Background: an optimization exercise with open tools, aiming at small area and a short achievable clock period. Do not read the settings as production practice.
At most, simulation tests tie the RTL to the original design; equivalence was not proved.
No functional check of the RTL was part of run 2.

## flow/design.v (module list and top-level ports; edited modules follow where they fit)
// module rmdo_pitch_base: 130 lines
// module rmdo_pitch_scale: 9 lines
// module rmdo_pitch_split: 142 lines
// module rmdo_pitch_rom: 9 lines
// module rmdo_note_rom: 138 lines
// module rmdo_psin: 139 lines
// module rmdo_core: 189 lines
// module rmdo_div_stage: 19 lines
// module rmdo_out: 20 lines
module rmdo_core (
    input  wire        clk,
    input  wire        rst,
    input  wire        tick,
    input  wire        cmd_valid,
    input  wire [31:0] cmd_word,
    output wire [7:0]  out_sample,
    output wire [31:0] result
);
  // ...
==> flow/run.sh <==
#!/bin/bash
# synth_recipe.tcl (not shown) runs the flow's synth.tcl, then flattens the netlist and writes it again
# the make line also repeats each setting of config.mk as NAME=value (left out here)
make -C /OpenROAD-flow-scripts/flow DESIGN_CONFIG=/design/flow/config.mk WORK_HOME=/design/flow/orfs CLKGATE_MAP_FILE= SYNTH_SCRIPT=/design/flow/synth_recipe.tcl finish
==> flow/config.mk <==
export PLATFORM = sky130hd
export DESIGN_NAME = rmdo_core
export DESIGN_NICKNAME = rmdo_core
export VERILOG_FILES = /design/flow/design.v
export SDC_FILE = /design/flow/constraint.sdc
export NUM_CORES = 4
export LEC_CHECK = 0
export ABC_AREA = 1
export CAP_MARGIN = 20
export CORE_MARGIN = 2
export CORE_UTILIZATION = 40
export SLEW_MARGIN = 20
export SYNTH_MEMORY_MAX_BITS = 32768
==> flow/constraint.sdc <==
create_clock -name core_clock -period 180.0 [get_ports {clk}]
set_input_delay 36.0000 -clock core_clock [delete_from_list [all_inputs] [get_ports {clk}]]
set_output_delay 36.0000 -clock core_clock [all_outputs]
set_load 0.01 [all_outputs]
==> impl_results.md, run 1 <==
- Status: complete, no violations
- Final hold violations: 0
- Slew headroom: 19.20%
- Largest family of logic cells by synthesized area: adder cells
- Layout non-clock buf frac: 2.275%
- Period Utilization, post-route: 35.27%
- Max clock buf depth: 3
- Data required time of the critical path: 180.33 ns
- Synth area leaders: ha_1 (15%), nand2_1 (13%), fa_1 (13%), inv_1 (9.2%), dfxtp_1 (9.2%)
- Sequential cell area share: 10.39%
- Top Layer Used: met5
- Overall global routing resource usage: 27.70%
- Synthesized flop and latch total: 212
- Hold path depth: 2
- Ys async rst share: 0%
- Post-route cell area: 43,340 µm²
- Hold_sp: rtotal[15]
- Cts bufs inserted: 30
- Synth unique cells: 66
- Layout clock buffers: 44
- F_max: 15.75 MHz
- Clock latency (worst-skew pair): 0.61 ns
- Post-DP HPWL: 118.3 mm
- Final WL: 146.4 mm
- Met3 wire len: 10.32 mm
- Non-Clock Buffer Count: 111
- Simple-gate share of the synthesized area: 25.64%
- Crit path top cell by count: nand2_1
- Dominant class by area: multi-input combinational cells
- Final global-route overflow total: 0
- Synthesis warning total: 5
- Post-layout util: 43.21%
- First-pass GRT wire length: 227.5 mm
- FFs & Latches: 212
==> module rmdo_out, before the edit <==
module rmdo_out (
    input  wire [15:0] lph,
    input  wire [15:0] fph,
    input  wire [8:0]  wrap,
    output wire [7:0]  out
);
    wire [6:0] ml, mf;
    rmdo_psin u_pl (.x(lph[14:7]), .m(ml));
    rmdo_psin u_pf (.x(fph[14:7]), .m(mf));
    wire        rpol  = lph[15] ^ fph[15];
    wire [13:0] rprod = ml * mf;
    wire [6:0]  rm    = rprod[13:7];
    wire [7:0]  negwrap = (wrap[8:1] > 8'd64) ? wrap[8:1] : 8'd64;
    wire [8:0]  thr   = rpol ? {1'b0, negwrap} : wrap;
    wire [15:0] sprod = rm * thr;
    wire [7:0]  r     = sprod[13:6];
    wire        pol2  = rpol ^ sprod[14];
    wire [6:0]  f     = r[7] ? ~r[6:0] : r[6:0];
    assign out = pol2 ? (8'd128 - {1'b0, f}) : (8'd128 + {1'b0, f});
endmodule
==> run 2, diff against run 1 <==
--- a/flow/design.v
+++ b/flow/design.v
@@ -560,16 +560,592 @@
             7'd124: m = 7'd126;
             7'd125: m = 7'd126;
             7'd126: m = 7'd126;
             7'd127: m = 7'd127;
             default: m = 7'd0;
         endcase
     end
 endmodule
+module rmdo_fmul (input wire [15:0] a, input wire [15:0] b, output wire [15:0] y);
+    wire n1 = (a[0] & b[12]) ^ (a[1] & b[11]);
+    wire n2 = (a[0] & b[12]) & (a[1] & b[11]);
+    wire n3 = (a[0] & b[13]) ^ (a[1] & b[12]) ^ (a[2] & b[11]);
+    wire n4 = ((a[0] & b[13]) & (a[1] & b[12])) | ((a[0] & b[13]) & (a[2] & b[11])) | ((a[1] & b[12]) & (a[2] & b[11]));
+    wire n5 = (a[3] & b[10]) ^ (a[4] & b[9]);
+    wire n6 = (a[3] & b[10]) & (a[4] & b[9]);
+    wire n7 = (a[0] & b[14]) ^ (a[1] & b[13]) ^ (a[2] & b[12]);
+    wire n8 = ((a[0] & b[14]) & (a[1] & b[13])) | ((a[0] & b[14]) & (a[2] & b[12])) | ((a[1] & b[13]) & (a[2] & b[12]));
+    wire n9 = (a[3] & b[11]) ^ (a[4] & b[10]) ^ (a[5] & b[9]);
+    wire n10 = ((a[3] & b[11]) & (a[4] & b[10])) | ((a[3] & b[11]) & (a[5] & b[9])) | ((a[4] & b[10]) & (a[5] & b[9]));
+    wire n11 = (a[6] & b[8]) ^ (a[7] & b[7]);
+    wire n12 = (a[6] & b[8]) & (a[7] & b[7]);
+    wire n13 = (a[0] & b[15]) ^ (a[1] & b[14]) ^ (a[2] & b[13]);
+    wire n14 = ((a[0] & b[15]) & (a[1] & b[14])) | ((a[0] & b[15]) & (a[2] & b[13])) | ((a[1] & b[14]) & (a[2] & b[13]));
+    wire n15 = (a[3] & b[12]) ^ (a[4] & b[11]) ^ (a[5] & b[10]);
+    wire n16 = ((a[3] & b[12]) & (a[4] & b[11])) | ((a[3] & b[12]) & (a[5] & b[10])) | ((a[4] & b[11]) & (a[5] & b[10]));
+    wire n17 = (a[6] & b[9]) ^ (a[7] & b[8]) ^ (a[8] & b[7]);
+    wire n18 = ((a[6] & b[9]) & (a[7] & b[8])) | ((a[6] & b[9]) & (a[8] & b[7])) | ((a[7] & b[8]) & (a[8] & b[7]));
+    wire n19 = (a[9] & b[6]) ^ (a[10] & b[5]);
+    wire n20 = (a[9] & b[6]) & (a[10] & b[5]);
+    wire n21 = (a[1] & b[15]) ^ (a[2] & b[14]) ^ (a[3] & b[13]);
+    wire n22 = ((a[1] & b[15]) & (a[2] & b[14])) | ((a[1] & b[15]) & (a[3] & b[13])) | ((a[2] & b[14]) & (a[3] & b[13]));
+    wire n23 = (a[4] & b[12]) ^ (a[5] & b[11]) ^ (a[6] & b[10]);
+    wire n24 = ((a[4] & b[12]) & (a[5] & b[11])) | ((a[4] & b[12]) & (a[6] & b[10])) | ((a[5] & b[11]) & (a[6] & b[10]));
+    wire n25 = (a[7] & b[9]) ^ (a[8] & b[8]) ^ (a[9] & b[7]);
+    wire n26 = ((a[7] & b[9]) & (a[8] & b[8])) | ((a[7] & b[9]) & (a[9] & b[7])) | ((a[8] & b[8]) & (a[9] & b[7]));
+    wire n27 = (a[10] & b[6]) ^ (a[11] & b[5]);
+    wire n28 = (a[10] & b[6]) & (a[11] & b[5]);
+    wire n29 = (a[2] & b[15]) ^ (a[3] & b[14]) ^ (a[4] & b[13]);
+    wire n30 = ((a[2] & b[15]) & (a[3] & b[14])) | ((a[2] & b[15]) & (a[4] & b[13])) | ((a[3] & b[14]) & (a[4] & b[13]));
+    wire n31 = (a[5] & b[12]) ^ (a[6] & b[11]) ^ (a[7] & b[10]);
+    wire n32 = ((a[5] & b[12]) & (a[6] & b[11])) | ((a[5] & b[12]) & (a[7] & b[10])) | ((a[6] & b[11]) & (a[7] & b[10]));
+    wire n33 = (a[8] & b[9]) ^ (a[9] & b[8]) ^ (a[10] & b[7]);
+    wire n34 = ((a[8] & b[9]) & (a[9] & b[8])) | ((a[8] & b[9]) & (a[10] & b[7])) | ((a[9] & b[8]) & (a[10] & b[7]));
+    wire n35 = (a[3] & b[15]) ^ (a[4] & b[14]) ^ (a[5] & b[13]);
+    wire n36 = ((a[3] & b[15]) & (a[4] & b[14])) | ((a[3] & b[15]) & (a[5] & b[13])) | ((a[4] & b[14]) & (a[5] & b[13]));
+    wire n37 = (a[6] & b[12]) ^ (a[7] & b[11]) ^ (a[8] & b[10]);
+    wire n38 = ((a[6] & b[12]) & (a[7] & b[11])) | ((a[6] & b[12]) & (a[8] & b[10])) | ((a[7] & b[11]) & (a[8] & b[10]));
+    wire n39 = (a[4] & b[15]) ^ (a[5] & b[14]) ^ (a[6] & b[13]);
+    wire n40 = ((a[4] & b[15]) & (a[5] & b[14])) | ((a[4] & b[15]) & (a[6] & b[13])) | ((a[5] & b[14]) & (a[6] & b[13]));
+    wire n41 = (a[0] & b[8]) ^ (a[1] & b[7]);
+    wire n42 = (a[0] & b[8]) & (a[1] & b[7]);
+    wire n43 = (a[0] & b[9]) ^ (a[1] & b[8]) ^ (a[2] & b[7]);
+    wire n44 = ((a[0] & b[9]) & (a[1] & b[8])) | ((a[0] & b[9]) & (a[2] & b[7])) | ((a[1] & b[8]) & (a[2] & b[7]));
+    wire n45 = (a[3] & b[6]) ^ (a[4] & b[5]);
+    wire n46 = (a[3] & b[6]) & (a[4] & b[5]);
+    wire n47 = (a[0] & b[10]) ^ (a[1] & b[9]) ^ (a[2] & b[8]);
+    wire n48 = ((a[0] & b[10]) & (a[1] & b[9])) | ((a[0] & b[10]) & (a[2] & b[8])) | ((a[1] & b[9]) & (a[2] & b[8]));
+    wire n49 = (a[3] & b[7]) ^ (a[4] & b[6]) ^ (a[5] & b[5]);
+    wire n50 = ((a[3] & b[7]) & (a[4] & b[6])) | ((a[3] & b[7]) & (a[5] & b[5])) | ((a[4] & b[6]) & (a[5] & b[5]));
+    wire n51 = (a[6] & b[4]) ^ (a[7] & b[3]);
+    wire n52 = (a[6] & b[4]) & (a[7] & b[3]);
+    wire n53 = (a[0] & b[11]) ^ (a[1] & b[10]) ^ (a[2] & b[9]);
+    wire n54 = ((a[0] & b[11]) & (a[1] & b[10])) | ((a[0] & b[11]) & (a[2] & b[9])) | ((a[1] & b[10]) & (a[2] & b[9]));
+    wire n55 = (a[3] & b[8]) ^ (a[4] & b[7]) ^ (a[5] & b[6]);
+    wire n56 = ((a[3] & b[8]) & (a[4] & b[7])) | ((a[3] & b[8]) & (a[5] & b[6])) | ((a[4] & b[7]) & (a[5] & b[6]));
+    wire n57 = (a[6] & b[5]) ^ (a[7] & b[4]) ^ (a[8] & b[3]);
+    wire n58 = ((a[6] & b[5]) & (a[7] & b[4])) | ((a[6] & b[5]) & (a[8] & b[3])) | ((a[7] & b[4]) & (a[8] & b[3]));
+    wire n59 = (a[9] & b[2]) ^ (a[10] & b[1]);
+    wire n60 = (a[9] & b[2]) & (a[10] & b[1]);
+    wire n61 = (a[2] & b[10]) ^ (a[3] & b[9]) ^ (a[4] & b[8]);
+    wire n62 = ((a[2] & b[10]) & (a[3] & b[9])) | ((a[2] & b[10]) & (a[4] & b[8])) | ((a[3] & b[9]) & (a[4] & b[8]));
+    wire n63 = (a[5] & b[7]) ^ (a[6] & b[6]) ^ (a[7] & b[5]);
+    wire n64 = ((a[5] & b[7]) & (a[6] & b[6])) | ((a[5] & b[7]) & (a[7] & b[5])) | ((a[6] & b[6]) & (a[7] & b[5]));
+    wire n65 = (a[8] & b[4]) ^ (a[9] & b[3]) ^ (a[10] & b[2]);
+    wire n66 = ((a[8] & b[4]) & (a[9] & b[3])) | ((a[8] & b[4]) & (a[10] & b[2])) | ((a[9] & b[3]) & (a[10] & b[2]));
+    wire n67 = (a[11] & b[1]) ^ (a[12] & b[0]) ^ a[4];
+    wire n68 = ((a[11] & b[1]) & (a[12] & b[0])) | ((a[11] & b[1]) & a[4]) | ((a[12] & b[0]) & a[4]);
+    wire n69 = (a[5] & b[8]) ^ (a[6] & b[7]) ^ (a[7] & b[6]);
+    wire n70 = ((a[5] & b[8]) & (a[6] & b[7])) | ((a[5] & b[8]) & (a[7] & b[6])) | ((a[6] & b[7]) & (a[7] & b[6]));
+    wire n71 = (a[8] & b[5]) ^ (a[9] & b[4]) ^ (a[10] & b[3]);
+    wire n72 = ((a[8] & b[5]) & (a[9] & b[4])) | ((a[8] & b[5]) & (a[10] & b[3])) | ((a[9] & b[4]) & (a[10] & b[3]));
+    wire n73 = (a[11] & b[2]) ^ (a[12] & b[1]) ^ (a[13] & b[0]);
+    wire n74 = ((a[11] & b[2]) & (a[12] & b[1])) | ((a[11] & b[2]) & (a[13] & b[0])) | ((a[12] & b[1]) & (a[13] & b[0]));
+    wire n75 = a[5] ^ n3 ^ n5;
+    wire n76 = (a[5] & n3) | (a[5] & n5) | (n3 & n5);
+    wire n77 = (a[8] & b[6]) ^ (a[9] & b[5]) ^ (a[10] & b[4]);
+    wire n78 = ((a[8] & b[6]) & (a[9] & b[5])) | ((a[8] & b[6]) & (a[10] & b[4])) | ((a[9] & b[5]) & (a[10] & b[4]));
+    wire n79 = (a[11] & b[3]) ^ (a[12] & b[2]) ^ (a[13] & b[1]);
+    wire n80 = ((a[11] & b[3]) & (a[12] & b[2])) | ((a[11] & b[3]) & (a[13] & b[1])) | ((a[12] & b[2]) & (a[13] & b[1]));
+    wire n81 = (a[14] & b[0]) ^ a[6] ^ n7;
+    wire n82 = ((a[14] & b[0]) & a[6]) | ((a[14] & b[0]) & n7) | (a[6] & n7);
+    wire n83 = n9 ^ n11 ^ n4;
+    wire n84 = (n9 & n11) | (n9 & n4) | (n11 & n4);
+    wire n85 = (a[11] & b[4]) ^ (a[12] & b[3]) ^ (a[13] & b[2]);
+    wire n86 = ((a[11] & b[4]) & (a[12] & b[3])) | ((a[11] & b[4]) & (a[13] & b[2])) | ((a[12] & b[3]) & (a[13] & b[2]));
+    wire n87 = (a[14] & b[1]) ^ (a[15] & b[0]) ^ a[7];
+    wire n88 = ((a[14] & b[1]) & (a[15] & b[0])) | ((a[14] & b[1]) & a[7]) | ((a[15] & b[0]) & a[7]);
+    wire n89 = n13 ^ n15 ^ n17;
+    wire n90 = (n13 & n15) | (n13 & n17) | (n15 & n17);
+    wire n91 = n19 ^ n8 ^ n10;
+    wire n92 = (n19 & n8) | (n19 & n10) | (n8 & n10);
+    wire n93 = (a[12] & b[4]) ^ (a[13] & b[3]) ^ (a[14] & b[2]);
+    wire n94 = ((a[12] & b[4]) & (a[13] & b[3])) | ((a[12] & b[4]) & (a[14] & b[2])) | ((a[13] & b[3]) & (a[14] & b[2]));
+    wire n95 = (a[15] & b[1]) ^ a[8] ^ n21;
+    wire n96 = ((a[15] & b[1]) & a[8]) | ((a[15] & b[1]) & n21) | (a[8] & n21);
+    wire n97 = n23 ^ n25 ^ n27;
+    wire n98 = (n23 & n25) | (n23 & n27) | (n25 & n27);
+    wire n99 = n14 ^ n16 ^ n18;
+    wire n100 = (n14 & n16) | (n14 & n18) | (n16 & n18);
+    wire n101 = (a[11] & b[6]) ^ (a[12] & b[5]) ^ (a[13] & b[4]);
+    wire n102 = ((a[11] & b[6]) & (a[12] & b[5])) | ((a[11] & b[6]) & (a[13] & b[4])) | ((a[12] & b[5]) & (a[13] & b[4]));
+    wire n103 = (a[14] & b[3]) ^ (a[15] & b[2]) ^ a[9];
+    wire n104 = ((a[14] & b[3]) & (a[15] & b[2])) | ((a[14] & b[3]) & a[9]) | ((a[15] & b[2]) & a[9]);
+    wire n105 = n29 ^ n31 ^ n33;
+    wire n106 = (n29 & n31) | (n29 & n33) | (n31 & n33);
+    wire n107 = n22 ^ n24 ^ n26;
+    wire n108 = (n22 & n24) | (n22 & n26) | (n24 & n26);
+    wire n109 = (a[9] & b[9]) ^ (a[10] & b[8]) ^ (a[11] & b[7]);
+    wire n110 = ((a[9] & b[9]) & (a[10] & b[8])) | ((a[9] & b[9]) & (a[11] & b[7])) | ((a[10] & b[8]) & (a[11] & b[7]));
+    wire n111 = (a[12] & b[6]) ^ (a[13] & b[5]) ^ (a[14] & b[4]);
+    wire n112 = ((a[12] & b[6]) & (a[13] & b[5])) | ((a[12] & b[6]) & (a[14] & b[4])) | ((a[13] & b[5]) & (a[14] & b[4]));
+    wire n113 = (a[15] & b[3]) ^ a[10] ^ n35;
+    wire n114 = ((a[15] & b[3]) & a[10]) | ((a[15] & b[3]) & n35) | (a[10] & n35);
+    wire n115 = n37 ^ n30 ^ n32;
+    wire n116 = (n37 & n30) | (n37 & n32) | (n30 & n32);
+    wire n117 = (a[7] & b[12]) ^ (a[8] & b[11]) ^ (a[9] & b[10]);
+    wire n118 = ((a[7] & b[12]) & (a[8] & b[11])) | ((a[7] & b[12]) & (a[9] & b[10])) | ((a[8] & b[11]) & (a[9] & b[10]));
+    wire n119 = (a[10] & b[9]) ^ (a[11] & b[8]) ^ (a[12] & b[7]);
+    wire n120 = ((a[10] & b[9]) & (a[11] & b[8])) | ((a[10] & b[9]) & (a[12] & b[7])) | ((a[11] & b[8]) & (a[12] & b[7]));
+    wire n121 = (a[13] & b[6]) ^ (a[14] & b[5]) ^ (a[15] & b[4]);
+    wire n122 = ((a[13] & b[6]) & (a[14] & b[5])) | ((a[13] & b[6]) & (a[15] & b[4])) | ((a[14] & b[5]) & (a[15] & b[4]));
+    wire n123 = a[11] ^ n39 ^ n36;
+    wire n124 = (a[11] & n39) | (a[11] & n36) | (n39 & n36);
+    wire n125 = (a[5] & b[15]) ^ (a[6] & b[14]) ^ (a[7] & b[13]);
+    wire n126 = ((a[5] & b[15]) & (a[6] & b[14])) | ((a[5] & b[15]) & (a[7] & b[13])) | ((a[6] & b[14]) & (a[7] & b[13]));
+    wire n127 = (a[8] & b[12]) ^ (a[9] & b[11]) ^ (a[10] & b[10]);
+    wire n128 = ((a[8] & b[12]) & (a[9] & b[11])) | ((a[8] & b[12]) & (a[10] & b[10])) | ((a[9] & b[11]) & (a[10] & b[10]));
+    wire n129 = (a[11] & b[9]) ^ (a[12] & b[8]) ^ (a[13] & b[7]);
+    wire n130 = ((a[11] & b[9]) & (a[12] & b[8])) | ((a[11] & b[9]) & (a[13] & b[7])) | ((a[12] & b[8]) & (a[13] & b[7]));
+    wire n131 = (a[14] & b[6]) ^ (a[15] & b[5]) ^ a[12];
+    wire n132 = ((a[14] & b[6]) & (a[15] & b[5])) | ((a[14] & b[6]) & a[12]) | ((a[15] & b[5]) & a[12]);
+    wire n133 = (a[6] & b[15]) ^ (a[7] & b[14]) ^ (a[8] & b[13]);
+    wire n134 = ((a[6] & b[15]) & (a[7] & b[14])) | ((a[6] & b[15]) & (a[8] & b[13])) | ((a[7] & b[14]) & (a[8] & b[13]));
+    wire n135 = (a[9] & b[12]) ^ (a[10] & b[11]) ^ (a[11] & b[10]);
+    wire n136 = ((a[9] & b[12]) & (a[10] & b[11])) | ((a[9] & b[12]) & (a[11] & b[10])) | ((a[10] & b[11]) & (a[11] & b[10]));
+    wire n137 = (a[12] & b[9]) ^ (a[13] & b[8]) ^ (a[14] & b[7]);
+    wire n138 = ((a[12] & b[9]) & (a[13] & b[8])) | ((a[12] & b[9]) & (a[14] & b[7])) | ((a[13] & b[8]) & (a[14] & b[7]));
+    wire n139 = (a[7] & b[15]) ^ (a[8] & b[14]) ^ (a[9] & b[13]);
+    wire n140 = ((a[7] & b[15]) & (a[8] & b[14])) | ((a[7] & b[15]) & (a[9] & b[13])) | ((a[8] & b[14]) & (a[9] & b[13]));
+    wire n141 = (a[10] & b[12]) ^ (a[11] & b[11]) ^ (a[12] & b[10]);
+    wire n142 = ((a[10] & b[12]) & (a[11] & b[11])) | ((a[10] & b[12]) & (a[12] & b[10])) | ((a[11] & b[11]) & (a[12] & b[10]));
+    wire n143 = (a[8] & b[15]) ^ (a[9] & b[14]) ^ (a[10] & b[13]);
+    wire n144 = ((a[8] & b[15]) & (a[9] & b[14])) | ((a[8] & b[15]) & (a[10] & b[13])) | ((a[9] & b[14]) & (a[10] & b[13]));
+    wire n145 = (a[0] & b[6]) ^ (a[1] & b[5]);
+    wire n146 = (a[0] & b[6]) & (a[1] & b[5]);
+    wire n147 = (a[0] & b[7]) ^ (a[1] & b[6]) ^ (a[2] & b[5]);
+    wire n148 = ((a[0] & b[7]) & (a[1] & b[6])) | ((a[0] & b[7]) & (a[2] & b[5])) | ((a[1] & b[6]) & (a[2] & b[5]));
+    wire n149 = (a[3] & b[4]) ^ (a[4] & b[3]);
+    wire n150 = (a[3] & b[4]) & (a[4] & b[3]);
+    wire n151 = (a[2] & b[6]) ^ (a[3] & b[5]) ^ (a[4] & b[4]);
+    wire n152 = ((a[2] & b[6]) & (a[3] & b[5])) | ((a[2] & b[6]) & (a[4] & b[4])) | ((a[3] & b[5]) & (a[4] & b[4]));
+    wire n153 = (a[5] & b[3]) ^ (a[6] & b[2]) ^ (a[7] & b[1]);
+    wire n154 = ((a[5] & b[3]) & (a[6] & b[2])) | ((a[5] & b[3]) & (a[7] & b[1])) | ((a[6] & b[2]) & (a[7] & b[1]));
+    wire n155 = (a[8] & b[0]) ^ a[0];
+    wire n156 = (a[8] & b[0]) & a[0];
+    wire n157 = (a[5] & b[4]) ^ (a[6] & b[3]) ^ (a[7] & b[2]);
+    wire n158 = ((a[5] & b[4]) & (a[6] & b[3])) | ((a[5] & b[4]) & (a[7] & b[2])) | ((a[6] & b[3]) & (a[7] & b[2]));
+    wire n159 = (a[8] & b[1]) ^ (a[9] & b[0]) ^ a[1];
+    wire n160 = ((a[8] & b[1]) & (a[9] & b[0])) | ((a[8] & b[1]) & a[1]) | ((a[9] & b[0]) & a[1]);
+    wire n161 = n43 ^ n45 ^ n42;
+    wire n162 = (n43 & n45) | (n43 & n42) | (n45 & n42);
+    wire n163 = (a[8] & b[2]) ^ (a[9] & b[1]) ^ (a[10] & b[0]);
+    wire n164 = ((a[8] & b[2]) & (a[9] & b[1])) | ((a[8] & b[2]) & (a[10] & b[0])) | ((a[9] & b[1]) & (a[10] & b[0]));
+    wire n165 = a[2] ^ n47 ^ n49;
+    wire n166 = (a[2] & n47) | (a[2] & n49) | (n47 & n49);
+    wire n167 = n51 ^ n44 ^ n46;
+    wire n168 = (n51 & n44) | (n51 & n46) | (n44 & n46);
+    wire n169 = (a[11] & b[0]) ^ a[3] ^ n53;
+    wire n170 = ((a[11] & b[0]) & a[3]) | ((a[11] & b[0]) & n53) | (a[3] & n53);
+    wire n171 = n55 ^ n57 ^ n59;
+    wire n172 = (n55 & n57) | (n55 & n59) | (n57 & n59);
+    wire n173 = n48 ^ n50 ^ n52;
+    wire n174 = (n48 & n50) | (n48 & n52) | (n50 & n52);
+    wire n175 = n1 ^ n61 ^ n63;
+    wire n176 = (n1 & n61) | (n1 & n63) | (n61 & n63);
+    wire n177 = n65 ^ n67 ^ n54;
+    wire n178 = (n65 & n67) | (n65 & n54) | (n67 & n54);
+    wire n179 = n56 ^ n58 ^ n60;
+    wire n180 = (n56 & n58) | (n56 & n60) | (n58 & n60);
+    wire n181 = n2 ^ n69 ^ n71;
+    wire n182 = (n2 & n69) | (n2 & n71) | (n69 & n71);
+    wire n183 = n73 ^ n75 ^ n62;
+    wire n184 = (n73 & n75) | (n73 & n62) | (n75 & n62);
+    wire n185 = n64 ^ n66 ^ n68;
+    wire n186 = (n64 & n66) | (n64 & n68) | (n66 & n68);
+    wire n187 = n6 ^ n77 ^ n79;
+    wire n188 = (n6 & n77) | (n6 & n79) | (n77 & n79);
+    wire n189 = n81 ^ n83 ^ n70;
+    wire n190 = (n81 & n83) | (n81 & n70) | (n83 & n70);
+    wire n191 = n72 ^ n74 ^ n76;
+    wire n192 = (n72 & n74) | (n72 & n76) | (n74 & n76);
+    wire n193 = n12 ^ n85 ^ n87;
+    wire n194 = (n12 & n85) | (n12 & n87) | (n85 & n87);
+    wire n195 = n89 ^ n91 ^ n78;
+    wire n196 = (n89 & n91) | (n89 & n78) | (n91 & n78);
+    wire n197 = n80 ^ n82 ^ n84;
+    wire n198 = (n80 & n82) | (n80 & n84) | (n82 & n84);
+    wire n199 = n20 ^ n93 ^ n95;
+    wire n200 = (n20 & n93) | (n20 & n95) | (n93 & n95);
+    wire n201 = n97 ^ n99 ^ n86;
+    wire n202 = (n97 & n99) | (n97 & n86) | (n99 & n86);
+    wire n203 = n88 ^ n90 ^ n92;
+    wire n204 = (n88 & n90) | (n88 & n92) | (n90 & n92);
+    wire n205 = n28 ^ n101 ^ n103;
+    wire n206 = (n28 & n101) | (n28 & n103) | (n101 & n103);
+    wire n207 = n105 ^ n107 ^ n94;
+    wire n208 = (n105 & n107) | (n105 & n94) | (n107 & n94);
+    wire n209 = n96 ^ n98 ^ n100;
+    wire n210 = (n96 & n98) | (n96 & n100) | (n98 & n100);
+    wire n211 = n34 ^ n109 ^ n111;
+    wire n212 = (n34 & n109) | (n34 & n111) | (n109 & n111);
+    wire n213 = n113 ^ n115 ^ n102;
+    wire n214 = (n113 & n115) | (n113 & n102) | (n115 & n102);
+    wire n215 = n104 ^ n106 ^ n108;
+    wire n216 = (n104 & n106) | (n104 & n108) | (n106 & n108);
+    wire n217 = n38 ^ n117 ^ n119;
+    wire n218 = (n38 & n117) | (n38 & n119) | (n117 & n119);
+    wire n219 = n121 ^ n123 ^ n110;
+    wire n220 = (n121 & n123) | (n121 & n110) | (n123 & n110);
+    wire n221 = n112 ^ n114 ^ n116;
+    wire n222 = (n112 & n114) | (n112 & n116) | (n114 & n116);
+    wire n223 = n40 ^ n125 ^ n127;
+    wire n224 = (n40 & n125) | (n40 & n127) | (n125 & n127);
+    wire n225 = n129 ^ n131 ^ n118;
+    wire n226 = (n129 & n131) | (n129 & n118) | (n131 & n118);
+    wire n227 = n120 ^ n122 ^ n124;
+    wire n228 = (n120 & n122) | (n120 & n124) | (n122 & n124);
+    wire n229 = (a[15] & b[6]) ^ a[13] ^ n133;
+    wire n230 = ((a[15] & b[6]) & a[13]) | ((a[15] & b[6]) & n133) | (a[13] & n133);
+    wire n231 = n135 ^ n137 ^ n126;
+    wire n232 = (n135 & n137) | (n135 & n126) | (n137 & n126);
+    wire n233 = n128 ^ n130 ^ n132;
+    wire n234 = (n128 & n130) | (n128 & n132) | (n130 & n132);
+    wire n235 = (a[13] & b[9]) ^ (a[14] & b[8]) ^ (a[15] & b[7]);
+    wire n236 = ((a[13] & b[9]) & (a[14] & b[8])) | ((a[13] & b[9]) & (a[15] & b[7])) | ((a[14] & b[8]) & (a[15] & b[7]));
+    wire n237 = a[14] ^ n139 ^ n141;
+    wire n238 = (a[14] & n139) | (a[14] & n141) | (n139 & n141);
+    wire n239 = n134 ^ n136 ^ n138;
+    wire n240 = (n134 & n136) | (n134 & n138) | (n136 & n138);
+    wire n241 = (a[11] & b[12]) ^ (a[12] & b[11]) ^ (a[13] & b[10]);
+    wire n242 = ((a[11] & b[12]) & (a[12] & b[11])) | ((a[11] & b[12]) & (a[13] & b[10])) | ((a[12] & b[11]) & (a[13] & b[10]));
+    wire n243 = (a[14] & b[9]) ^ (a[15] & b[8]) ^ a[15];
+    wire n244 = ((a[14] & b[9]) & (a[15] & b[8])) | ((a[14] & b[9]) & a[15]) | ((a[15] & b[8]) & a[15]);
+    wire n245 = n143 ^ n140 ^ n142;
+    wire n246 = (n143 & n140) | (n143 & n142) | (n140 & n142);
+    wire n247 = (a[0] & b[4]) ^ (a[1] & b[3]);
+    wire n248 = (a[0] & b[4]) & (a[1] & b[3]);
+    wire n249 = (a[0] & b[5]) ^ (a[1] & b[4]) ^ (a[2] & b[3]);
+    wire n250 = ((a[0] & b[5]) & (a[1] & b[4])) | ((a[0] & b[5]) & (a[2] & b[3])) | ((a[1] & b[4]) & (a[2] & b[3]));
+    wire n251 = (a[3] & b[2]) ^ (a[4] & b[1]);
+    wire n252 = (a[3] & b[2]) & (a[4] & b[1]);
+    wire n253 = (a[2] & b[4]) ^ (a[3] & b[3]) ^ (a[4] & b[2]);
+    wire n254 = ((a[2] & b[4]) & (a[3] & b[3])) | ((a[2] & b[4]) & (a[4] & b[2])) | ((a[3] & b[3]) & (a[4] & b[2]));
+    wire n255 = (a[5] & b[1]) ^ (a[6] & b[0]) ^ n145;
+    wire n256 = ((a[5] & b[1]) & (a[6] & b[0])) | ((a[5] & b[1]) & n145) | ((a[6] & b[0]) & n145);
+    wire n257 = (a[5] & b[2]) ^ (a[6] & b[1]) ^ (a[7] & b[0]);
+    wire n258 = ((a[5] & b[2]) & (a[6] & b[1])) | ((a[5] & b[2]) & (a[7] & b[0])) | ((a[6] & b[1]) & (a[7] & b[0]));
+    wire n259 = n147 ^ n149 ^ n146;
+    wire n260 = (n147 & n149) | (n147 & n146) | (n149 & n146);
+    wire n261 = n41 ^ n151 ^ n153;
+    wire n262 = (n41 & n151) | (n41 & n153) | (n151 & n153);
+    wire n263 = n155 ^ n148 ^ n150;
+    wire n264 = (n155 & n148) | (n155 & n150) | (n148 & n150);
+    wire n265 = n157 ^ n159 ^ n161;
+    wire n266 = (n157 & n159) | (n157 & n161) | (n159 & n161);
+    wire n267 = n152 ^ n154 ^ n156;
+    wire n268 = (n152 & n154) | (n152 & n156) | (n154 & n156);
+    wire n269 = n163 ^ n165 ^ n167;
+    wire n270 = (n163 & n165) | (n163 & n167) | (n165 & n167);
+    wire n271 = n158 ^ n160 ^ n162;
+    wire n272 = (n158 & n160) | (n158 & n162) | (n160 & n162);
+    wire n273 = n169 ^ n171 ^ n173;
+    wire n274 = (n169 & n171) | (n169 & n173) | (n171 & n173);
+    wire n275 = n164 ^ n166 ^ n168;
+    wire n276 = (n164 & n166) | (n164 & n168) | (n166 & n168);
+    wire n277 = n175 ^ n177 ^ n179;
+    wire n278 = (n175 & n177) | (n175 & n179) | (n177 & n179);
+    wire n279 = n170 ^ n172 ^ n174;
+    wire n280 = (n170 & n172) | (n170 & n174) | (n172 & n174);
+    wire n281 = n181 ^ n183 ^ n185;
+    wire n282 = (n181 & n183) | (n181 & n185) | (n183 & n185);
+    wire n283 = n176 ^ n178 ^ n180;
+    wire n284 = (n176 & n178) | (n176 & n180) | (n178 & n180);
+    wire n285 = n187 ^ n189 ^ n191;
+    wire n286 = (n187 & n189) | (n187 & n191) | (n189 & n191);
+    wire n287 = n182 ^ n184 ^ n186;
+    wire n288 = (n182 & n184) | (n182 & n186) | (n184 & n186);
+    wire n289 = n193 ^ n195 ^ n197;
+    wire n290 = (n193 & n195) | (n193 & n197) | (n195 & n197);
+    wire n291 = n188 ^ n190 ^ n192;
+    wire n292 = (n188 & n190) | (n188 & n192) | (n190 & n192);
+    wire n293 = n199 ^ n201 ^ n203;
+    wire n294 = (n199 & n201) | (n199 & n203) | (n201 & n203);
+    wire n295 = n194 ^ n196 ^ n198;
+    wire n296 = (n194 & n196) | (n194 & n198) | (n196 & n198);
+    wire n297 = n205 ^ n207 ^ n209;
+    wire n298 = (n205 & n207) | (n205 & n209) | (n207 & n209);
+    wire n299 = n200 ^ n202 ^ n204;
+    wire n300 = (n200 & n202) | (n200 & n204) | (n202 & n204);
+    wire n301 = n211 ^ n213 ^ n215;
+    wire n302 = (n211 & n213) | (n211 & n215) | (n213 & n215);
+    wire n303 = n206 ^ n208 ^ n210;
+    wire n304 = (n206 & n208) | (n206 & n210) | (n208 & n210);
+    wire n305 = n217 ^ n219 ^ n221;
+    wire n306 = (n217 & n219) | (n217 & n221) | (n219 & n221);
+    wire n307 = n212 ^ n214 ^ n216;
+    wire n308 = (n212 & n214) | (n212 & n216) | (n214 & n216);
+    wire n309 = n223 ^ n225 ^ n227;
+    wire n310 = (n223 & n225) | (n223 & n227) | (n225 & n227);
+    wire n311 = n218 ^ n220 ^ n222;
+    wire n312 = (n218 & n220) | (n218 & n222) | (n220 & n222);
+    wire n313 = n229 ^ n231 ^ n233;
+    wire n314 = (n229 & n231) | (n229 & n233) | (n231 & n233);
+    wire n315 = n224 ^ n226 ^ n228;
+    wire n316 = (n224 & n226) | (n224 & n228) | (n226 & n228);
+    wire n317 = n235 ^ n237 ^ n239;
+    wire n318 = (n235 & n237) | (n235 & n239) | (n237 & n239);
+    wire n319 = n230 ^ n232 ^ n234;
+    wire n320 = (n230 & n232) | (n230 & n234) | (n232 & n234);
+    wire n321 = n241 ^ n243 ^ n245;
+    wire n322 = (n241 & n243) | (n241 & n245) | (n243 & n245);
+    wire n323 = n236 ^ n238 ^ n240;
+    wire n324 = (n236 & n238) | (n236 & n240) | (n238 & n240);
+    wire n325 = n144 ^ n242 ^ n244;
+    wire n326 = (n144 & n242) | (n144 & n244) | (n242 & n244);
+    wire n327 = (a[0] & b[3]) ^ (a[1] & b[2]);
+    wire n328 = (a[0] & b[3]) & (a[1] & b[2]);
+    wire n329 = (a[2] & b[2]) ^ (a[3] & b[1]) ^ (a[4] & b[0]);
+    wire n330 = ((a[2] & b[2]) & (a[3] & b[1])) | ((a[2] & b[2]) & (a[4] & b[0])) | ((a[3] & b[1]) & (a[4] & b[0]));
+    wire n331 = (a[5] & b[0]) ^ n249 ^ n251;
+    wire n332 = ((a[5] & b[0]) & n249) | ((a[5] & b[0]) & n251) | (n249 & n251);
+    wire n333 = n253 ^ n255 ^ n250;
+    wire n334 = (n253 & n255) | (n253 & n250) | (n255 & n250);
+    wire n335 = n257 ^ n259 ^ n254;
+    wire n336 = (n257 & n259) | (n257 & n254) | (n259 & n254);
+    wire n337 = n261 ^ n263 ^ n258;
+    wire n338 = (n261 & n263) | (n261 & n258) | (n263 & n258);
+    wire n339 = n265 ^ n267 ^ n262;
+    wire n340 = (n265 & n267) | (n265 & n262) | (n267 & n262);
+    wire n341 = n269 ^ n271 ^ n266;
+    wire n342 = (n269 & n271) | (n269 & n266) | (n271 & n266);
+    wire n343 = n273 ^ n275 ^ n270;
+    wire n344 = (n273 & n275) | (n273 & n270) | (n275 & n270);
+    wire n345 = n277 ^ n279 ^ n274;
+    wire n346 = (n277 & n279) | (n277 & n274) | (n279 & n274);
+    wire n347 = n281 ^ n283 ^ n278;
+    wire n348 = (n281 & n283) | (n281 & n278) | (n283 & n278);
+    wire n349 = n285 ^ n287 ^ n282;
+    wire n350 = (n285 & n287) | (n285 & n282) | (n287 & n282);
+    wire n351 = n289 ^ n291 ^ n286;
+    wire n352 = (n289 & n291) | (n289 & n286) | (n291 & n286);
+    wire n353 = n293 ^ n295 ^ n290;
+    wire n354 = (n293 & n295) | (n293 & n290) | (n295 & n290);
+    wire n355 = n297 ^ n299 ^ n294;
+    wire n356 = (n297 & n299) | (n297 & n294) | (n299 & n294);
+    wire n357 = n301 ^ n303 ^ n298;
+    wire n358 = (n301 & n303) | (n301 & n298) | (n303 & n298);
+    wire n359 = n305 ^ n307 ^ n302;
+    wire n360 = (n305 & n307) | (n305 & n302) | (n307 & n302);
+    wire n361 = n309 ^ n311 ^ n306;
+    wire n362 = (n309 & n311) | (n309 & n306) | (n311 & n306);
+    wire n363 = n313 ^ n315 ^ n310;
+    wire n364 = (n313 & n315) | (n313 & n310) | (n315 & n310);
+    wire n365 = n317 ^ n319 ^ n314;
+    wire n366 = (n317 & n319) | (n317 & n314) | (n319 & n314);
+    wire n367 = n321 ^ n323 ^ n318;
+    wire n368 = (n321 & n323) | (n321 & n318) | (n323 & n318);
+    wire n369 = n246 ^ n325 ^ n322;
+    wire n370 = (n246 & n325) | (n246 & n322) | (n325 & n322);
+    wire n371 = (a[0] & b[2]) ^ (a[1] & b[1]);
+    wire n372 = (a[0] & b[2]) & (a[1] & b[1]);
+    wire n373 = (a[2] & b[1]) ^ (a[3] & b[0]) ^ n327;
+    wire n374 = ((a[2] & b[1]) & (a[3] & b[0])) | ((a[2] & b[1]) & n327) | ((a[3] & b[0]) & n327);
+    wire n375 = n247 ^ n329 ^ n328;
+    wire n376 = (n247 & n329) | (n247 & n328) | (n329 & n328);
+    wire n377 = n248 ^ n331 ^ n330;
+    wire n378 = (n248 & n331) | (n248 & n330) | (n331 & n330);
+    wire n379 = n252 ^ n333 ^ n332;
+    wire n380 = (n252 & n333) | (n252 & n332) | (n333 & n332);
+    wire n381 = n256 ^ n335 ^ n334;
+    wire n382 = (n256 & n335) | (n256 & n334) | (n335 & n334);
+    wire n383 = n260 ^ n337 ^ n336;
+    wire n384 = (n260 & n337) | (n260 & n336) | (n337 & n336);
+    wire n385 = n264 ^ n339 ^ n338;
+    wire n386 = (n264 & n339) | (n264 & n338) | (n339 & n338);
+    wire n387 = n268 ^ n341 ^ n340;
+    wire n388 = (n268 & n341) | (n268 & n340) | (n341 & n340);
+    wire n389 = n272 ^ n343 ^ n342;
+    wire n390 = (n272 & n343) | (n272 & n342) | (n343 & n342);
+    wire n391 = n276 ^ n345 ^ n344;
+    wire n392 = (n276 & n345) | (n276 & n344) | (n345 & n344);
+    wire n393 = n280 ^ n347 ^ n346;
+    wire n394 = (n280 & n347) | (n280 & n346) | (n347 & n346);
+    wire n395 = n284 ^ n349 ^ n348;
+    wire n396 = (n284 & n349) | (n284 & n348) | (n349 & n348);
+    wire n397 = n288 ^ n351 ^ n350;
+    wire n398 = (n288 & n351) | (n288 & n350) | (n351 & n350);
+    wire n399 = n292 ^ n353 ^ n352;
+    wire n400 = (n292 & n353) | (n292 & n352) | (n353 & n352);
+    wire n401 = n296 ^ n355 ^ n354;
+    wire n402 = (n296 & n355) | (n296 & n354) | (n355 & n354);
+    wire n403 = n300 ^ n357 ^ n356;
+    wire n404 = (n300 & n357) | (n300 & n356) | (n357 & n356);
+    wire n405 = n304 ^ n359 ^ n358;
+    wire n406 = (n304 & n359) | (n304 & n358) | (n359 & n358);
+    wire n407 = n308 ^ n361 ^ n360;
+    wire n408 = (n308 & n361) | (n308 & n360) | (n361 & n360);
+    wire n409 = n312 ^ n363 ^ n362;
+    wire n410 = (n312 & n363) | (n312 & n362) | (n363 & n362);
+    wire n411 = n316 ^ n365 ^ n364;
+    wire n412 = (n316 & n365) | (n316 & n364) | (n365 & n364);
+    wire n413 = n320 ^ n367 ^ n366;
+    wire n414 = (n320 & n367) | (n320 & n366) | (n367 & n366);
+    wire n415 = n324 ^ n369 ^ n368;
+    wire n416 = (n324 & n369) | (n324 & n368) | (n369 & n368);
+    wire n417 = n326 ^ n370;
+    wire n418 = n326 & n370;
+    wire [23:0] r0 = {n413, n411, n409, n407, n405, n403, n401, n399, n397, n395, n393, n391, n389, n387, n385, n383, n381, n379, n377, n375, n373, (a[2] & b[0]), (a[0] & b[1]), (a[0] & b[0])};
+    wire [23:0] r1 = {n412, n410, n408, n406, n404, n402, n400, n398, n396, n394, n392, n390, n388, n386, n384, n382, n380, n378, n376, n374, n372, n371, (a[1] & b[0]), 1'b0};
+    wire [23:0] sum = r0 + r1;
+    assign y = sum[23:8];
+endmodule
+module rmdo_rmul (input wire [6:0] a, input wire [6:0] b, output wire [6:0] y);
+    wire n1 = (a[0] & b[6]) ^ (a[1] & b[5]);
+    wire n2 = (a[0] & b[6]) & (a[1] & b[5]);
+    wire n3 = (a[1] & b[6]) ^ (a[2] & b[5]);
+    wire n4 = (a[1] & b[6]) & (a[2] & b[5]);
+    wire n5 = (a[0] & b[4]) ^ (a[1] & b[3]);
+    wire n6 = (a[0] & b[4]) & (a[1] & b[3]);
+    wire n7 = (a[0] & b[5]) ^ (a[1] & b[4]) ^ (a[2] & b[3]);
+    wire n8 = ((a[0] & b[5]) & (a[1] & b[4])) | ((a[0] & b[5]) & (a[2] & b[3])) | ((a[1] & b[4]) & (a[2] & b[3]));
+    wire n9 = (a[3] & b[2]) ^ (a[4] & b[1]);
+    wire n10 = (a[3] & b[2]) & (a[4] & b[1]);
+    wire n11 = (a[2] & b[4]) ^ (a[3] & b[3]) ^ (a[4] & b[2]);
+    wire n12 = ((a[2] & b[4]) & (a[3] & b[3])) | ((a[2] & b[4]) & (a[4] & b[2])) | ((a[3] & b[3]) & (a[4] & b[2]));
+    wire n13 = (a[5] & b[1]) ^ (a[6] & b[0]) ^ n1;
+    wire n14 = ((a[5] & b[1]) & (a[6] & b[0])) | ((a[5] & b[1]) & n1) | ((a[6] & b[0]) & n1);
+    wire n15 = (a[3] & b[4]) ^ (a[4] & b[3]) ^ (a[5] & b[2]);
+    wire n16 = ((a[3] & b[4]) & (a[4] & b[3])) | ((a[3] & b[4]) & (a[5] & b[2])) | ((a[4] & b[3]) & (a[5] & b[2]));
+    wire n17 = (a[6] & b[1]) ^ n3 ^ n2;
+    wire n18 = ((a[6] & b[1]) & n3) | ((a[6] & b[1]) & n2) | (n3 & n2);
+    wire n19 = (a[2] & b[6]) ^ (a[3] & b[5]) ^ (a[4] & b[4]);
+    wire n20 = ((a[2] & b[6]) & (a[3] & b[5])) | ((a[2] & b[6]) & (a[4] & b[4])) | ((a[3] & b[5]) & (a[4] & b[4]));
+    wire n21 = (a[5] & b[3]) ^ (a[6] & b[2]) ^ n4;
+    wire n22 = ((a[5] & b[3]) & (a[6] & b[2])) | ((a[5] & b[3]) & n4) | ((a[6] & b[2]) & n4);
+    wire n23 = (a[3] & b[6]) ^ (a[4] & b[5]) ^ (a[5] & b[4]);
+    wire n24 = ((a[3] & b[6]) & (a[4] & b[5])) | ((a[3] & b[6]) & (a[5] & b[4])) | ((a[4] & b[5]) & (a[5] & b[4]));
+    wire n25 = (a[0] & b[3]) ^ (a[1] & b[2]);
+    wire n26 = (a[0] & b[3]) & (a[1] & b[2]);
+    wire n27 = (a[2] & b[2]) ^ (a[3] & b[1]) ^ (a[4] & b[0]);
+    wire n28 = ((a[2] & b[2]) & (a[3] & b[1])) | ((a[2] & b[2]) & (a[4] & b[0])) | ((a[3] & b[1]) & (a[4] & b[0]));
+    wire n29 = (a[5] & b[0]) ^ n7 ^ n9;
+    wire n30 = ((a[5] & b[0]) & n7) | ((a[5] & b[0]) & n9) | (n7 & n9);
+    wire n31 = n11 ^ n13 ^ n8;
+    wire n32 = (n11 & n13) | (n11 & n8) | (n13 & n8);
+    wire n33 = n15 ^ n17 ^ n12;
+    wire n34 = (n15 & n17) | (n15 & n12) | (n17 & n12);
+    wire n35 = n19 ^ n21 ^ n16;
+    wire n36 = (n19 & n21) | (n19 & n16) | (n21 & n16);
+    wire n37 = (a[6] & b[3]) ^ n23 ^ n20;
+    wire n38 = ((a[6] & b[3]) & n23) | ((a[6] & b[3]) & n20) | (n23 & n20);
+    wire n39 = (a[4] & b[6]) ^ (a[5] & b[5]) ^ (a[6] & b[4]);
+    wire n40 = ((a[4] & b[6]) & (a[5] & b[5])) | ((a[4] & b[6]) & (a[6] & b[4])) | ((a[5] & b[5]) & (a[6] & b[4]));
+    wire n41 = (a[0] & b[2]) ^ (a[1] & b[1]);
+    wire n42 = (a[0] & b[2]) & (a[1] & b[1]);
+    wire n43 = (a[2] & b[1]) ^ (a[3] & b[0]) ^ n25;
+    wire n44 = ((a[2] & b[1]) & (a[3] & b[0])) | ((a[2] & b[1]) & n25) | ((a[3] & b[0]) & n25);
+    wire n45 = n5 ^ n27 ^ n26;
+    wire n46 = (n5 & n27) | (n5 & n26) | (n27 & n26);
+    wire n47 = n6 ^ n29 ^ n28;
+    wire n48 = (n6 & n29) | (n6 & n28) | (n29 & n28);
+    wire n49 = n10 ^ n31 ^ n30;
+    wire n50 = (n10 & n31) | (n10 & n30) | (n31 & n30);
+    wire n51 = n14 ^ n33 ^ n32;
+    wire n52 = (n14 & n33) | (n14 & n32) | (n33 & n32);
+    wire n53 = n18 ^ n35 ^ n34;
+    wire n54 = (n18 & n35) | (n18 & n34) | (n35 & n34);
+    wire n55 = n22 ^ n37 ^ n36;
+    wire n56 = (n22 & n37) | (n22 & n36) | (n37 & n36);
+    wire n57 = n24 ^ n39 ^ n38;
+    wire n58 = (n24 & n39) | (n24 & n38) | (n39 & n38);
+    wire n59 = (a[5] & b[6]) ^ (a[6] & b[5]) ^ n40;
+    wire n60 = ((a[5] & b[6]) & (a[6] & b[5])) | ((a[5] & b[6]) & n40) | ((a[6] & b[5]) & n40);
+    wire [13:0] r0 = {1'b0, (a[6] & b[6]), n59, n57, n55, n53, n51, n49, n47, n45, n43, (a[2] & b[0]), (a[0] & b[1]), (a[0] & b[0])};
+    wire [13:0] r1 = {1'b0, n60, n58, n56, n54, n52, n50, n48, n46, n44, n42, n41, (a[1] & b[0]), 1'b0};
+    wire [13:0] sum = r0 + r1;
+    assign y = sum[13:7];
+endmodule
+module rmdo_smul (input wire [6:0] a, input wire [8:0] b, output wire [8:0] y);
+    wire n1 = (a[0] & b[6]) ^ (a[1] & b[5]);
+    wire n2 = (a[0] & b[6]) & (a[1] & b[5]);
+    wire n3 = (a[0] & b[7]) ^ (a[1] & b[6]) ^ (a[2] & b[5]);
+    wire n4 = ((a[0] & b[7]) & (a[1] & b[6])) | ((a[0] & b[7]) & (a[2] & b[5])) | ((a[1] & b[6]) & (a[2] & b[5]));
+    wire n5 = (a[0] & b[8]) ^ (a[1] & b[7]) ^ (a[2] & b[6]);
+    wire n6 = ((a[0] & b[8]) & (a[1] & b[7])) | ((a[0] & b[8]) & (a[2] & b[6])) | ((a[1] & b[7]) & (a[2] & b[6]));
+    wire n7 = (a[1] & b[8]) ^ (a[2] & b[7]);
+    wire n8 = (a[1] & b[8]) & (a[2] & b[7]);
+    wire n9 = (a[0] & b[4]) ^ (a[1] & b[3]);
+    wire n10 = (a[0] & b[4]) & (a[1] & b[3]);
+    wire n11 = (a[0] & b[5]) ^ (a[1] & b[4]) ^ (a[2] & b[3]);
+    wire n12 = ((a[0] & b[5]) & (a[1] & b[4])) | ((a[0] & b[5]) & (a[2] & b[3])) | ((a[1] & b[4]) & (a[2] & b[3]));
+    wire n13 = (a[3] & b[2]) ^ (a[4] & b[1]);
+    wire n14 = (a[3] & b[2]) & (a[4] & b[1]);
+    wire n15 = (a[2] & b[4]) ^ (a[3] & b[3]) ^ (a[4] & b[2]);
+    wire n16 = ((a[2] & b[4]) & (a[3] & b[3])) | ((a[2] & b[4]) & (a[4] & b[2])) | ((a[3] & b[3]) & (a[4] & b[2]));
+    wire n17 = (a[5] & b[1]) ^ (a[6] & b[0]) ^ n1;
+    wire n18 = ((a[5] & b[1]) & (a[6] & b[0])) | ((a[5] & b[1]) & n1) | ((a[6] & b[0]) & n1);
+    wire n19 = (a[3] & b[4]) ^ (a[4] & b[3]) ^ (a[5] & b[2]);
+    wire n20 = ((a[3] & b[4]) & (a[4] & b[3])) | ((a[3] & b[4]) & (a[5] & b[2])) | ((a[4] & b[3]) & (a[5] & b[2]));
+    wire n21 = (a[6] & b[1]) ^ n3 ^ n2;
+    wire n22 = ((a[6] & b[1]) & n3) | ((a[6] & b[1]) & n2) | (n3 & n2);
+    wire n23 = (a[3] & b[5]) ^ (a[4] & b[4]) ^ (a[5] & b[3]);
+    wire n24 = ((a[3] & b[5]) & (a[4] & b[4])) | ((a[3] & b[5]) & (a[5] & b[3])) | ((a[4] & b[4]) & (a[5] & b[3]));
+    wire n25 = (a[6] & b[2]) ^ n5 ^ n4;
+    wire n26 = ((a[6] & b[2]) & n5) | ((a[6] & b[2]) & n4) | (n5 & n4);
+    wire n27 = (a[3] & b[6]) ^ (a[4] & b[5]) ^ (a[5] & b[4]);
+    wire n28 = ((a[3] & b[6]) & (a[4] & b[5])) | ((a[3] & b[6]) & (a[5] & b[4])) | ((a[4] & b[5]) & (a[5] & b[4]));
+    wire n29 = (a[6] & b[3]) ^ n7 ^ n6;
+    wire n30 = ((a[6] & b[3]) & n7) | ((a[6] & b[3]) & n6) | (n7 & n6);
+    wire n31 = (a[2] & b[8]) ^ (a[3] & b[7]) ^ (a[4] & b[6]);
+    wire n32 = ((a[2] & b[8]) & (a[3] & b[7])) | ((a[2] & b[8]) & (a[4] & b[6])) | ((a[3] & b[7]) & (a[4] & b[6]));
+    wire n33 = (a[5] & b[5]) ^ (a[6] & b[4]) ^ n8;
+    wire n34 = ((a[5] & b[5]) & (a[6] & b[4])) | ((a[5] & b[5]) & n8) | ((a[6] & b[4]) & n8);
+    wire n35 = (a[3] & b[8]) ^ (a[4] & b[7]) ^ (a[5] & b[6]);
+    wire n36 = ((a[3] & b[8]) & (a[4] & b[7])) | ((a[3] & b[8]) & (a[5] & b[6])) | ((a[4] & b[7]) & (a[5] & b[6]));
+    wire n37 = (a[0] & b[3]) ^ (a[1] & b[2]);
+    wire n38 = (a[0] & b[3]) & (a[1] & b[2]);
+    wire n39 = (a[2] & b[2]) ^ (a[3] & b[1]) ^ (a[4] & b[0]);
+    wire n40 = ((a[2] & b[2]) & (a[3] & b[1])) | ((a[2] & b[2]) & (a[4] & b[0])) | ((a[3] & b[1]) & (a[4] & b[0]));
+    wire n41 = (a[5] & b[0]) ^ n11 ^ n13;
+    wire n42 = ((a[5] & b[0]) & n11) | ((a[5] & b[0]) & n13) | (n11 & n13);
+    wire n43 = n15 ^ n17 ^ n12;
+    wire n44 = (n15 & n17) | (n15 & n12) | (n17 & n12);
+    wire n45 = n19 ^ n21 ^ n16;
+    wire n46 = (n19 & n21) | (n19 & n16) | (n21 & n16);
+    wire n47 = n23 ^ n25 ^ n20;
+    wire n48 = (n23 & n25) | (n23 & n20) | (n25 & n20);
+    wire n49 = n27 ^ n29 ^ n24;
+    wire n50 = (n27 & n29) | (n27 & n24) | (n29 & n24);
+    wire n51 = n31 ^ n33 ^ n28;
+    wire n52 = (n31 & n33) | (n31 & n28) | (n33 & n28);
+    wire n53 = (a[6] & b[5]) ^ n35 ^ n32;
+    wire n54 = ((a[6] & b[5]) & n35) | ((a[6] & b[5]) & n32) | (n35 & n32);
+    wire n55 = (a[4] & b[8]) ^ (a[5] & b[7]) ^ (a[6] & b[6]);
+    wire n56 = ((a[4] & b[8]) & (a[5] & b[7])) | ((a[4] & b[8]) & (a[6] & b[6])) | ((a[5] & b[7]) & (a[6] & b[6]));
+    wire n57 = (a[0] & b[2]) ^ (a[1] & b[1]);
+    wire n58 = (a[0] & b[2]) & (a[1] & b[1]);
+    wire n59 = (a[2] & b[1]) ^ (a[3] & b[0]) ^ n37;
+    wire n60 = ((a[2] & b[1]) & (a[3] & b[0])) | ((a[2] & b[1]) & n37) | ((a[3] & b[0]) & n37);
+    wire n61 = n9 ^ n39 ^ n38;
+    wire n62 = (n9 & n39) | (n9 & n38) | (n39 & n38);
+    wire n63 = n10 ^ n41 ^ n40;
+    wire n64 = (n10 & n41) | (n10 & n40) | (n41 & n40);
+    wire n65 = n14 ^ n43 ^ n42;
+    wire n66 = (n14 & n43) | (n14 & n42) | (n43 & n42);
+    wire n67 = n18 ^ n45 ^ n44;
+    wire n68 = (n18 & n45) | (n18 & n44) | (n45 & n44);
+    wire n69 = n22 ^ n47 ^ n46;
+    wire n70 = (n22 & n47) | (n22 & n46) | (n47 & n46);
+    wire n71 = n26 ^ n49 ^ n48;
+    wire n72 = (n26 & n49) | (n26 & n48) | (n49 & n48);
+    wire n73 = n30 ^ n51 ^ n50;
+    wire n74 = (n30 & n51) | (n30 & n50) | (n51 & n50);
+    wire n75 = n34 ^ n53 ^ n52;
+    wire n76 = (n34 & n53) | (n34 & n52) | (n53 & n52);
+    wire n77 = n36 ^ n55 ^ n54;
+    wire n78 = (n36 & n55) | (n36 & n54) | (n55 & n54);
+    wire n79 = (a[5] & b[8]) ^ (a[6] & b[7]) ^ n56;
+    wire n80 = ((a[5] & b[8]) & (a[6] & b[7])) | ((a[5] & b[8]) & n56) | ((a[6] & b[7]) & n56);
+    wire [14:0] r0 = {(a[6] & b[8]), n79, n77, n75, n73, n71, n69, n67, n65, n63, n61, n59, (a[2] & b[0]), (a[0] & b[1]), (a[0] & b[0])};
+    wire [14:0] r1 = {n80, n78, n76, n74, n72, n70, n68, n66, n64, n62, n60, n58, n57, (a[1] & b[0]), 1'b0};
+    wire [14:0] sum = r0 + r1;
+    assign y = sum[14:6];
+endmodule
 module rmdo_core (
     input  wire        clk,
     input  wire        rst,
     input  wire        tick,
     input  wire        cmd_valid,
     input  wire [31:0] cmd_word,
     output wire [7:0]  out_sample,
     output wire [31:0] result
@@ -600,18 +1176,18 @@
     endgenerate
     assign qs[10:11-NQ] = pq[10:11-NQ];
     wire [15:0] rs = fin_rem[11-NQ];
     wire [15:0] qe    = {5'd0, qs};
     wire [15:0] e_opd = act ? (sgn ? ~qe : qe) : 16'd0;
     wire        e_cin = act & (sgn ^ cy);
     wire [15:0] rcur  = rb + e_opd + {15'd0, e_cin};
     wire [15:0] lph   = lb + e_opd + {15'd0, e_cin};
-    wire [23:0] fprod = lph * offcur + {lph, 8'd0};
-    wire [15:0] fph   = fprod[23:8];
+    wire [15:0] fph;
+    rmdo_fmul u_fmul (.a(lph), .b(offcur), .y(fph));
     wire [7:0] out_v;
     rmdo_out u_out (.lph(lph), .fph(fph), .wrap(wsnap), .out(out_v));
     assign out_sample = out_v;
     wire [7:0] negwrap = (wrap[8:1] > 8'd64) ? wrap[8:1] : 8'd64;
     wire [3:0]  op    = cmd_word[31:28];
     wire [11:0] dur   = cmd_word[27:16];
     wire [15:0] v16   = cmd_word[15:0];
     wire [10:0] v11   = cmd_word[10:0];
@@ -778,18 +1354,19 @@
     input  wire [15:0] fph,
     input  wire [8:0]  wrap,
     output wire [7:0]  out
 );
     wire [6:0] ml, mf;
     rmdo_psin u_pl (.x(lph[14:7]), .m(ml));
     rmdo_psin u_pf (.x(fph[14:7]), .m(mf));
     wire        rpol  = lph[15] ^ fph[15];
-    wire [13:0] rprod = ml * mf;
-    wire [6:0]  rm    = rprod[13:7];
+    wire [6:0]  rm;
+    rmdo_rmul u_rmul (.a(ml), .b(mf), .y(rm));
     wire [7:0]  negwrap = (wrap[8:1] > 8'd64) ? wrap[8:1] : 8'd64;
     wire [8:0]  thr   = rpol ? {1'b0, negwrap} : wrap;
-    wire [15:0] sprod = rm * thr;
-    wire [7:0]  r     = sprod[13:6];
-    wire        pol2  = rpol ^ sprod[14];
+    wire [8:0]  s;
+    rmdo_smul u_smul (.a(rm), .b(thr), .y(s));
+    wire [7:0]  r     = s[7:0];
+    wire        pol2  = rpol ^ s[8];
     wire [6:0]  f     = r[7] ? ~r[6:0] : r[6:0];
     assign out = pol2 ? (8'd128 - {1'b0, f}) : (8'd128 + {1'b0, f});
 endmodule
==> flow/config.mk (replaced) <==
export PLATFORM = sky130hd
export DESIGN_NAME = rmdo_core
export DESIGN_NICKNAME = rmdo_core
export VERILOG_FILES = /design/flow/design.v
export SDC_FILE = /design/flow/constraint.sdc
export NUM_CORES = 4
export LEC_CHECK = 0
export ABC_AREA = 1
export CAP_MARGIN = 20
export CORE_MARGIN = 2
export CORE_UTILIZATION = 70
export SLEW_MARGIN = 20
export SYNTH_MEMORY_MAX_BITS = 32768
==> run 2 against run 1 <==
  * Still clean on timing, DRC and antenna
  * Hold slack improved by 0.0070 ns
  * Wire length hardly changed
  * Cell area fell by 4.4%
  * Non-clock buffer count shrank 10
  * Final cell count is 11% lower
  * Critical path depth up 1
  * Critical path type unchanged
==> impl_results.md, run 2 <==
- TritonCTS clock tree: yes (unchanged)
- Post-route ant nets: 0 (unchanged)
- Syn Inst Count: 6,057 (was 6,232)
- Sequential area share after synthesis: 11.39% (was 11.11%)
- Post-synth top cells: nand2_1 (1,185), inv_1 (938), nor2_1 (674) (was nand2_1 (1,410), inv_1 (996), nor2_1 (551))
- Area Overhead vs Synth: 4.734% (was 6.877%)
- Post-layout util: 73.77% (was 43.21%)
- Num rows: 87 (was 116)
- First-pass GRT wire length: 226.1 mm (was 227.5 mm)
- Die H: 241.7 µm (was 322.4 µm)
- CTS Hold Buffers Added: 0 (unchanged)
- Synthesized flop and latch total: 212 (unchanged)
- Max clock buf depth: 3 (unchanged)
- Port Buffer Count: 60 (unchanged)
- Synth area leaders: fa_1 (13%), ha_1 (13%), nand2_1 (11%), dfxtp_1 (9.4%), inv_1 (8.9%) (was ha_1 (15%), nand2_1 (13%), fa_1 (13%), inv_1 (9.2%), dfxtp_1 (9.2%))
- Max stage delay cell, worst path: nor2_1 (was clkdlybuf4s50_1)
- Leading cell type in the layout, fill and taps excluded: nand2_1 (unchanged)
- Vias in the first global route: 41,900 (was 39,690)
- Hold WS: 0.4725 ns (was 0.4654 ns)
- Proportion of layout cells with a drive suffix above 1: 3.925% (was 3.497%)
- Root Driver: clkbuf_16 (unchanged)
- Period Utilization, post-route: 35.47% (was 35.27%)
- Initial drt markers: 6,179 (was 3,819)
- Die area: 58,440 µm² (was 103,900 µm²)
- Slew Viols, Final: 0 (unchanged)
- Final WL: 146.3 mm (was 146.4 mm)
- Crit end category: flop (unchanged)
- Cell taking the most area after synthesis: fa_1 (was ha_1)
- Cts repair resizes: 0 (unchanged)
- Setup TNS: 0 ns (unchanged)
- Final RePlAce weighted congestion: 1.085 (was 1.011)
- F_max: 15.66 MHz (was 15.75 MHz)
- Slew headroom: 26.46% (was 19.20%)
- Post-DP HPWL: 114.0 mm (was 118.3 mm)
- Most frequent cell after synthesis: nand2_1 (unchanged)
- Max_cap viols: 0 (unchanged)
- Most frequent cells in the layout: nand2_1 (1,185), inv_1 (937), nor2_1 (673) (was nand2_1 (1,410), inv_1 (995), nor2_1 (551))
- Clock latency (worst-skew pair): 0.57 ns (was 0.61 ns)
- Inst Count DP: 6,725 (was 7,507)
- Die width: 241.7 µm (was 322.4 µm)
- Final hold violations: 0 (unchanged)
- Crit path top cell by count: nand2_1 (unchanged)
- Largest net degree at the start of global routing: 81 (was 78)
- Hold WC Path Type: reg -> reg (unchanged)
- Post-route minimum period: 63.85 ns (was 63.49 ns)
- Synthesis warning total: 5 (unchanged)
- Worst setup SP type: primary input (unchanged)
- Antenna violations before repair: 4 (was 8)
- Max H-tree Level: 1 (unchanged)
- RSZ-0062 raised after global routing: no (unchanged)
- Avg WL per Cell: 21.62 µm (was 19.34 µm)
- Crit path max fanout: 21 (was 24)
- Mapped Area: 39,560 µm² (was 40,550 µm²)
- Data arrival time of the critical path: 64.15 ns (was 63.82 ns)
- Worst-Margin Slew: 1.099 ns (was 1.202 ns)
- Initial cell density of the core: 70.44% (was 40.43%)
- Clock transition at path regs: 0.07 ns (was 0.06 ns)
- Worst Clk Skew: 0.02214 ns (was 0.02081 ns)
- Setup violators final: 0 (unchanged)
- Number of setup buffers added after CTS: 0 (unchanged)
- IO Count: 76 (unchanged)
- Ys async rst share: 0% (unchanged)
- Core box area: 56,170 µm² (was 100,300 µm²)
- Initial DRT Pass Iterations: 9 (unchanged)
- Vias: 43,210 (was 41,560)
- Top-area cell type share of the netlist area: 13.46% (was 14.78%)
- Ant. Diodes: 0 (was 4)
- Layout Nets: 6,717 (was 6,961)
- Data required time of the critical path: 180.31 ns (was 180.33 ns)
- Synth unique cells: 79 (was 66)
- Clock Sinks: 212 (unchanged)
- Non-Filler Instances: 6,769 (was 7,567)
- CP max stage delay: 0.78 ns (was 0.94 ns)
- Fillcell total: 4,502 (was 10,670)
- Cts bufs inserted: 24 (was 30)
- Status: complete, no violations (unchanged)
- Number of synthesized flops with an enable pin: 26 (unchanged)
- Top FF cell, synth: dfxtp_1 (unchanged)
- Final global-route overflow total: 0 (unchanged)
- Overall global routing resource usage: 48.63% (was 27.70%)
- Via density: 6.383 (was 5.493)
- Syn_area_per_cell: 6.532 µm² (was 6.507 µm²)
- Crit path kind: in -> reg (unchanged)
- # DRC: 0 (unchanged)
run 2: cell types whose count changed after synthesis, moves of 33 or more:
| cell | previous run | this run |
|---|---|---|
| inv_1 | 996 | 938 |
| ha_1 | 479 | 420 |
| xor2_1 | 138 | 180 |
| nor2_1 | 551 | 674 |
| o21ai_1 | 17 | 50 |
| nand2_1 | 1410 | 1185 |
run 2: logic make-up after synthesis:
family | count (synthesis) | share of synthesized area [%]
other cells | 1 | 0.009479
buf+inv | 1186 | 11.64
simple gates | 2389 | 25.30
mux | 8 | 0.2024
flops | 212 | 11.39
compound gates | 1331 | 19.22
xor+xnor | 244 | 5.503
fa+ha+maj | 686 | 26.74
run 2: final timing paths:
kind	startpoint	to	slack, ns	cells after the start
worst max-delay path	cmd_word[0]	pr[12]	116.15	157
worst min-delay path	rtotal[15]	rtotal[15]	0.47	2
worst max register to register	pr[3]	pr[12]	145.53	206
worst min register to register	rtotal[15]	rtotal[15]	0.47	2
run 2: metrics by stage:
stage                     worst slack, ns  instance area, µm²
after detailed placement           116.31               40560
after floorplan                    122.99               39620
after global routing               113.49               41440
after CTS                          116.81               41430
after global placement             117.61               40560
final                              116.15               41440
run 2: layer usage:
layer	track usage (%)	part of all wire, %
met3	13.33	14
met5	0	0.043
met1	58.87	36
met4	34.60	8.7
met2	74.81	42
run 2: cell type report:
class	count	area, µm²	area share [%]
Multi-Input combinational cell	4673	30520	73.66
Sequential cell	212	4504	10.87
Tap cell	756	945.9	2.283
Clock inverter	13	171.4	0.4137
Inverter	983	3690	8.905
Timing Repair Buffer	101	903.4	2.180
Clock buffer	31	699.4	1.688
run 2: worst max-delay path, delay by kind of cell:
kind	cells	cell delay, ns
AO/OA/AOI/OAI	58	8.75
AND/OR/NAND/NOR	64	9.73
buffers and inverters	21	4.75
multiplexers	2	0.50
adder cells (fa/ha/maj)	12	4.35

port drivers added, routing unchanged:
The results above use ideal ports. As a check the final layouts listed here were re-extracted and re-timed, cells and wires unchanged.
Step 1 (the two cells are an assumption about what drives the block):
set clk [get_ports {clk}]
set_driving_cell -lib_cell sky130_fd_sc_hd__clkbuf_16 $clk
set_driving_cell -lib_cell sky130_fd_sc_hd__buf_2 [delete_from_list [all_inputs] $clk]
Step 2 times the ports against the registers' clock, not the clock port: input delays grow and output delays shrink by t, the midpoint of the rising clock arrivals with the driver on.
Slacks: no drivers / after step 1 / after step 2; pairs: no drivers / after step 1.
| run | t (ns) | setup WS [ns] | pins driven straight from the clock port |
|---|---|---|---|
| run 1 | 0.667 | 116.509 / 116.544 / 115.877 | 1 |
| run 2 | 0.629 | 116.151 / 116.197 / 115.569 | 1 |
After both steps setup and hold are still met in every run listed. The setup slack of run 1, which loses most, moves by +0.035 ns with the drivers and by -0.632 ns with both steps.
